Context: an optimization exercise on an open-source flow, tuned for small area, a short achievable clock period and few clock cycles. The choices shown serve that exercise and are no tape-out recipe. RTL that was checked went through simulation tests only; none was proved equivalent to the original. Power figures rest on the tool's default switching activity, not on a simulated workload.

==> flow/design.v (excerpt) <==
module vhil_gateway (
    input  wire        clk,
    input  wire        rst,             
    input  wire        rx_valid,
    input  wire [7:0]  rx_data,
    input  wire        rx_eos,
    input  wire        rx_err,
    output wire        rx_ready,
    output wire        tx_valid,
    input  wire        tx_ready,
    output wire [7:0]  tx_data,
    output wire        tx_last,
    output wire        ev_valid,
    output wire [2:0]  ev_kind,
    output wire [15:0] ev_voltage_mv,
    output wire [7:0]  ev_temp_c,
    output wire [1:0]  halt_cause
);
    localparam [7:0] SYNC = 8'hAA;
    reg [1:0] halt_q;       
    reg [2:0] cnt;          
    reg       rdy_q;        
    reg [7:0] d1, d2, d3;   
    reg [7:0] acc;          
    reg [1:0] stat_q;       
    reg       pend;         
    reg       tx_valid_q;
    reg [3:0] tx_idx;       
    reg [7:0] tx_data_q;
    reg       tx_last_q;
    reg       ev_valid_q;
    reg [1:0] ev_k;         
    assign rx_ready = rdy_q;
    wire c0 = (cnt == 3'd0);
    wire c1 = (cnt == 3'd1);
    wire c2 = (cnt == 3'd2);
    wire c3 = (cnt == 3'd3);
    wire c4 = (cnt == 3'd4);
    wire rx_fire = rdy_q && (rx_valid || rx_eos || rx_err);
    wire ev_term = rdy_q && (rx_err || rx_eos);
    wire ev_byte = rx_fire && !rx_err && !rx_eos;
    wire is_sync = (rx_data == SYNC);
    function [7:0] add8(input [7:0] a, input [7:0] b);
        reg [7:0] g0, p0, g1, p1, g2, p2, g3;
        integer i;
        begin
            g0 = a & b;
            p0 = a ^ b;
            for (i = 0; i < 8; i = i + 1) begin
                g1[i] = (i >= 1) ? g0[i] | (p0[i] & g0[i-1]) : g0[i];
                p1[i] = (i >= 1) ? p0[i] & p0[i-1] : p0[i];
            end
            for (i = 0; i < 8; i = i + 1) begin
                g2[i] = (i >= 2) ? g1[i] | (p1[i] & g1[i-2]) : g1[i];
                p2[i] = (i >= 2) ? p1[i] & p1[i-2] : p1[i];
            end
            for (i = 0; i < 8; i = i + 1)
                g3[i] = (i >= 4) ? g2[i] | (p2[i] & g2[i-4]) : g2[i];
            add8 = p0 ^ {g3[6:0], 1'b0};
        end
    endfunction
    wire       sum_ok = (rx_data == acc);
    wire win_end = ev_byte && c4;
    wire win_ok  = win_end && sum_ok;
    wire hot   = d3[7] | d3[6] | (&d3[5:2] & (d3[1] | d3[0]));
    wire lo_hi = ~|d1[7:4] & ~(d1[3] & d1[2]);                
  ...
Size in the first run: ~340 cells after synthesis, ~58 flip-flops, roughly 2900 µm² of cells after synthesis.
==> flow/config.mk <==
export PLATFORM = sky130hd
export DESIGN_NAME = vhil_gateway
export DESIGN_NICKNAME = vhil_gateway
export VERILOG_FILES = /design/flow/design.v
export SDC_FILE = /design/flow/constraint.sdc
export NUM_CORES = 4
export LEC_CHECK = 0
export ABC_AREA = 1
export CAP_MARGIN = 20
export CORE_AREA = 5 5 105 105
export DIE_AREA = 0 0 110 110
export SETUP_SLACK_MARGIN = 3.1
export SLEW_MARGIN = 20
==> flow/constraint.sdc <==
create_clock -name core_clock -period 5.0 [get_ports {clk}]
set_input_delay 1.0000 -clock core_clock [delete_from_list [all_inputs] [get_ports {clk}]]
set_output_delay 1.0000 -clock core_clock [all_outputs]
set_load 0.01 [all_outputs]
standard.sh (not shown) runs the stock make flow with config.mk's settings and CLKGATE_MAP_FILE= SYNTH_SCRIPT=/design/flow/synth_recipe.tcl, a recipe that flattens the netlist after the stock synthesis.
==> flow/flow/run.sh <==
#!/bin/bash
# Standard ORFS layout (the standard.sh), with the port buffers made
# from sky130_fd_sc_hd__buf_1 instead of the default delay buffer.
set -euo pipefail
export BUFFER_PORTS_ARGS="-buffer_cell sky130_fd_sc_hd__buf_1"
bash standard.sh > standard.log 2>&1
Testbench counts at the start, summed over its fixed seeds: cycles 29,200.
Then changed:
ABC_AREA = default   (was 1)
SETUP_SLACK_MARGIN = 3.0   (was 3.1)
First-iteration DRC count decreases by 11%.
Clock power increases by 29%.
Utilization decreases by 0.36 points.
Flip-flop and latch count is unchanged.
Wire length increases by 4.9%.
Die area does not change.
Setup slack got worse by 0.21 ns.
Worst hold slack got worse by 0.0053 ns.
Via count decreases by 5.7%.
Sequential power decreases by about 1%.
Design area decreases by 0.88%.
Then changed:
ABC_AREA = 1   (was default)
CTS_BUF_LIST = sky130_fd_sc_hd__clkbuf_16   (was default)
CTS_CLUSTER_DIAMETER = 200   (was default)
CTS_CLUSTER_SIZE = 60   (was default)
After rerunning: Via count barely changes; register-to-register slack improves by 0.02 ns; routed wire length goes down by 9.3%; final cell count came out higher by 8.2%; clock power grows by 13%; final area shrinks by 6.1%; flip-flop and latch count is unchanged; core utilization came out lower by 2.4 points.
Then changed:
CORE_AREA = 5 5 80 80   (was 5 5 105 105)
CTS_BUF_LIST = default   (was sky130_fd_sc_hd__clkbuf_16)
CTS_CLUSTER_DIAMETER = default   (was 200)
CTS_CLUSTER_SIZE = default   (was 60)
DIE_AREA = 0 0 85 85   (was 0 0 110 110)
After rerunning:
- The new run completed without violations
- worst hold slack hardly moves
- register-to-register slack stays flat
- cell count went down by 12%
- setup slack gets worse by 0.012 ns
- sequential power stays flat
- count of clock-buffer cells in the layout went up by 4
- synthesized cell count is unchanged
- clock skew is about the same
- flip-flop and latch count is unchanged
- final area went down by 5.5%
- wire length went down by 8.3%

vhil_gateway, a different RTL version from the one above (not shown whole).
Size: ~340 cells after synthesis, about 58 flip-flops, about 55 I/O pins.
clock: 5.0 ns
lec_check: 0
abc_area: 1
cap_margin: 20
core_area: 5 5 105 105
die_area: 0 0 110 110
setup_slack_margin: 3.2
slew_margin: 20
Scripts as last shown in full above: flow/flow/run.sh
The first run completed without violations.
==> next run, changes <==
ABC_AREA = unset   (was 1)
SETUP_SLACK_MARGIN = unset   (was 3.2)
The new run ran to the end with no violations.
Worst hold slack degrades by 0.069 ns.
Synthesized area grows by 1.2%.
Combinational power falls by 76%.
Critical path depth goes down by 9.
Worst setup slack gets worse by 0.80 ns.
Sequential share of layout area came out higher by 7.9 points.
No run of this note included a check of the RTL's function; only the layout flow was run.

The RTL this note starts from:
==> flow/design.v <==
module vhil_gateway (
    input  wire        clk,
    input  wire        rst,             
    input  wire        rx_valid,
    input  wire [7:0]  rx_data,
    input  wire        rx_eos,
    input  wire        rx_err,
    output wire        rx_ready,
    output wire        tx_valid,
    input  wire        tx_ready,
    output wire [7:0]  tx_data,
    output wire        tx_last,
    output wire        ev_valid,
    output wire [2:0]  ev_kind,
    output wire [15:0] ev_voltage_mv,
    output wire [7:0]  ev_temp_c,
    output wire [1:0]  halt_cause
);
    localparam [7:0] SYNC = 8'hAA;
    reg [1:0] halt_q;       
    reg [2:0] cnt;          
    reg       rdy_q;        
    reg [7:0] d1, d2, d3;   
    reg [7:0] acc;          
    reg [1:0] stat_q;       
    reg       pend;         
    reg       tx_valid_q;
    reg [3:0] tx_idx;       
    reg [7:0] tx_data_q;
    reg       tx_last_q;
    reg       ev_valid_q;
    reg [1:0] ev_k;         
    assign rx_ready = rdy_q;
    wire rx_fire = rdy_q && (rx_valid || rx_eos || rx_err);
    wire ev_term = rx_fire && (rx_err || rx_eos);
    wire ev_byte = rx_fire && !rx_err && !rx_eos;
    wire       sum_ok  = (rx_data == acc);
    wire       win_end = ev_byte && (cnt == 3'd4);
    wire       win_ok  = win_end && sum_ok;
    wire [1:0] status = (d3 > 8'd60) ? 2'd2 : (({d1, d2} < 16'd3100) ? 2'd1 : 2'd0);
    wire adv     = tx_valid_q && tx_ready;
    wire tx_done = adv && tx_last_q;
    wire       busy_n  = tx_valid_q && !tx_done;       
    wire       pend_n  = (win_ok || pend) && busy_n;
    wire       txv_n   = win_ok || pend || busy_n;
    wire [3:0] idx_inc = (tx_idx == 4'd12) ? 4'd0 : tx_idx + 4'd1;
    wire [3:0] idx_n   = !tx_valid_q ? 4'd0 : (adv ? idx_inc : tx_idx);
    reg  [1:0] halt_n;
    reg  [2:0] cnt_n;
    always @(*) begin
        halt_n = halt_q;
        cnt_n  = cnt;
        if (ev_term) begin
            halt_n = rx_err ? 2'd2 : 2'd1;
            cnt_n  = 3'd0;
        end else if (ev_byte) begin
            if (cnt == 3'd0)
                cnt_n = (rx_data == SYNC) ? 3'd1 : 3'd0;
            else if (cnt == 3'd4)
                cnt_n = 3'd0;
            else
                cnt_n = cnt + 3'd1;
        end
    end
    wire       pendw_n = pend && busy_n;
    wire       txvw_n  = pend || busy_n;
    reg slot_free_n;
    always @(*) begin
        case (cnt_n)
            3'd1:    slot_free_n = !pendw_n && !(txvw_n && idx_n <= 4'd4);
            3'd2:    slot_free_n = !pendw_n && !(txvw_n && idx_n <= 4'd5);
            3'd3:    slot_free_n = !pendw_n && !(txvw_n && idx_n <= 4'd6);
            3'd4:    slot_free_n = !pendw_n && !(txvw_n && idx_n <= 4'd7);
            default: slot_free_n = 1'b1;
        endcase
    end
    reg [7:0] next_byte;
    always @(*) begin
        case (tx_idx)
            4'd1:    next_byte = 8'h01;
            4'd3:    next_byte = 8'h08;
            4'd4:    next_byte = d1;
            4'd5:    next_byte = d2;
            4'd6:    next_byte = d3;
            4'd7:    next_byte = {6'd0, stat_q};
            default: next_byte = 8'h00;
        endcase
    end
    always @(posedge clk) begin
        if (rdy_q && cnt == 3'd1) d1 <= rx_data;
        if (rdy_q && cnt == 3'd2) d2 <= rx_data;
        if (rdy_q && cnt == 3'd3) d3 <= rx_data;
        if (rdy_q && cnt == 3'd4) stat_q <= status;
        if (cnt == 3'd0)
            acc <= SYNC;
        else if (rdy_q && rx_valid && cnt != 3'd4)
            acc <= acc + rx_data;
        if (!tx_valid_q) begin
            tx_data_q <= 8'h00;
            tx_last_q <= 1'b0;
        end else if (adv) begin
            tx_data_q <= next_byte;
            tx_last_q <= (tx_idx == 4'd11);
        end
        tx_idx <= idx_n;
        ev_k   <= {(win_end && !sum_ok) || (ev_term && !rx_err),
                   win_ok || (ev_term && !rx_err)};
        if (rst) begin
            halt_q     <= 2'd0;
            cnt        <= 3'd0;
            rdy_q      <= 1'b1;
            pend       <= 1'b0;
            tx_valid_q <= 1'b0;
            ev_valid_q <= 1'b0;
        end else begin
            halt_q     <= halt_n;
            cnt        <= cnt_n;
            rdy_q      <= (halt_n == 2'd0) && slot_free_n;
            pend       <= pend_n;
            tx_valid_q <= txv_n;
            ev_valid_q <= ev_term || win_end;
        end
    end
    assign tx_valid      = tx_valid_q;
    assign tx_data       = tx_data_q;
    assign tx_last       = tx_last_q;
    assign ev_valid      = ev_valid_q;
    assign ev_kind       = {halt_q[1], ev_k};
    assign ev_voltage_mv = {d1, d2};
    assign ev_temp_c     = d3;
    assign halt_cause    = halt_q;
endmodule
Settings: LEC_CHECK=0, ABC_AREA=1, CAP_MARGIN=20, CORE_AREA=5 5 105 105, DIE_AREA=0 0 110 110, SETUP_SLACK_MARGIN=3.0, SLEW_MARGIN=20; clock period 5.0 ns.
Scripts as last shown in full above: flow/flow/run.sh
The baseline finished clean.
Next try:
SETUP_SLACK_MARGIN = not set   (was 3.0)
Outcome: The changed run produced a clean layout. Wire length decreases by a few percent. Total power rose slightly. Design area drops by a few percent. Via count shrinks slightly. Worst setup slack degrades by 0.37 ns. Maximum frequency decreases by about a fifth.
No functional check of the RTL was part of any run of this note.

## port drivers added, routing unchanged
No port has a modelled driver above. Below, the same layouts with a new extraction and two added sets of constraints. Step 1, drivers: a clkbuf_16 drives clk and a buf_2 each remaining input, both assumed. Step 2, shift: input delay + t, output delay - t, t = (earliest + latest rising clock arrival at the registers) / 2. This alone moves slack from input paths to output paths. Slacks: ideal / step 1 / step 2; pairs: ideal / step 1.
run	t, ns	setup slack, ns	pins driven straight from the clock port
the first run of note 1	0.359	3.047 / 3.023 / 2.663	1
the second run of note 1	0.358	2.835 / 2.826 / 2.468	1
the third run of note 1	0.357	2.962 / 2.938 / 2.581	1
the fourth run of note 1	0.354	2.950 / 2.935 / 2.581	1
the first run of note 2	0.361	2.832 / 2.823 / 2.462	1
the second run of note 2	0.357	2.028 / 2.035 / 1.678	1
the first run of note 3	0.366	2.926 / 2.907 / 2.541	1
the second run of note 3	0.356	2.554 / 2.558 / 2.202	1
After both steps setup and hold are still met in every run listed. For the first run of note 3, which loses most, drivers alone change the setup slack by -0.019 ns; drivers and shift together by -0.385 ns.
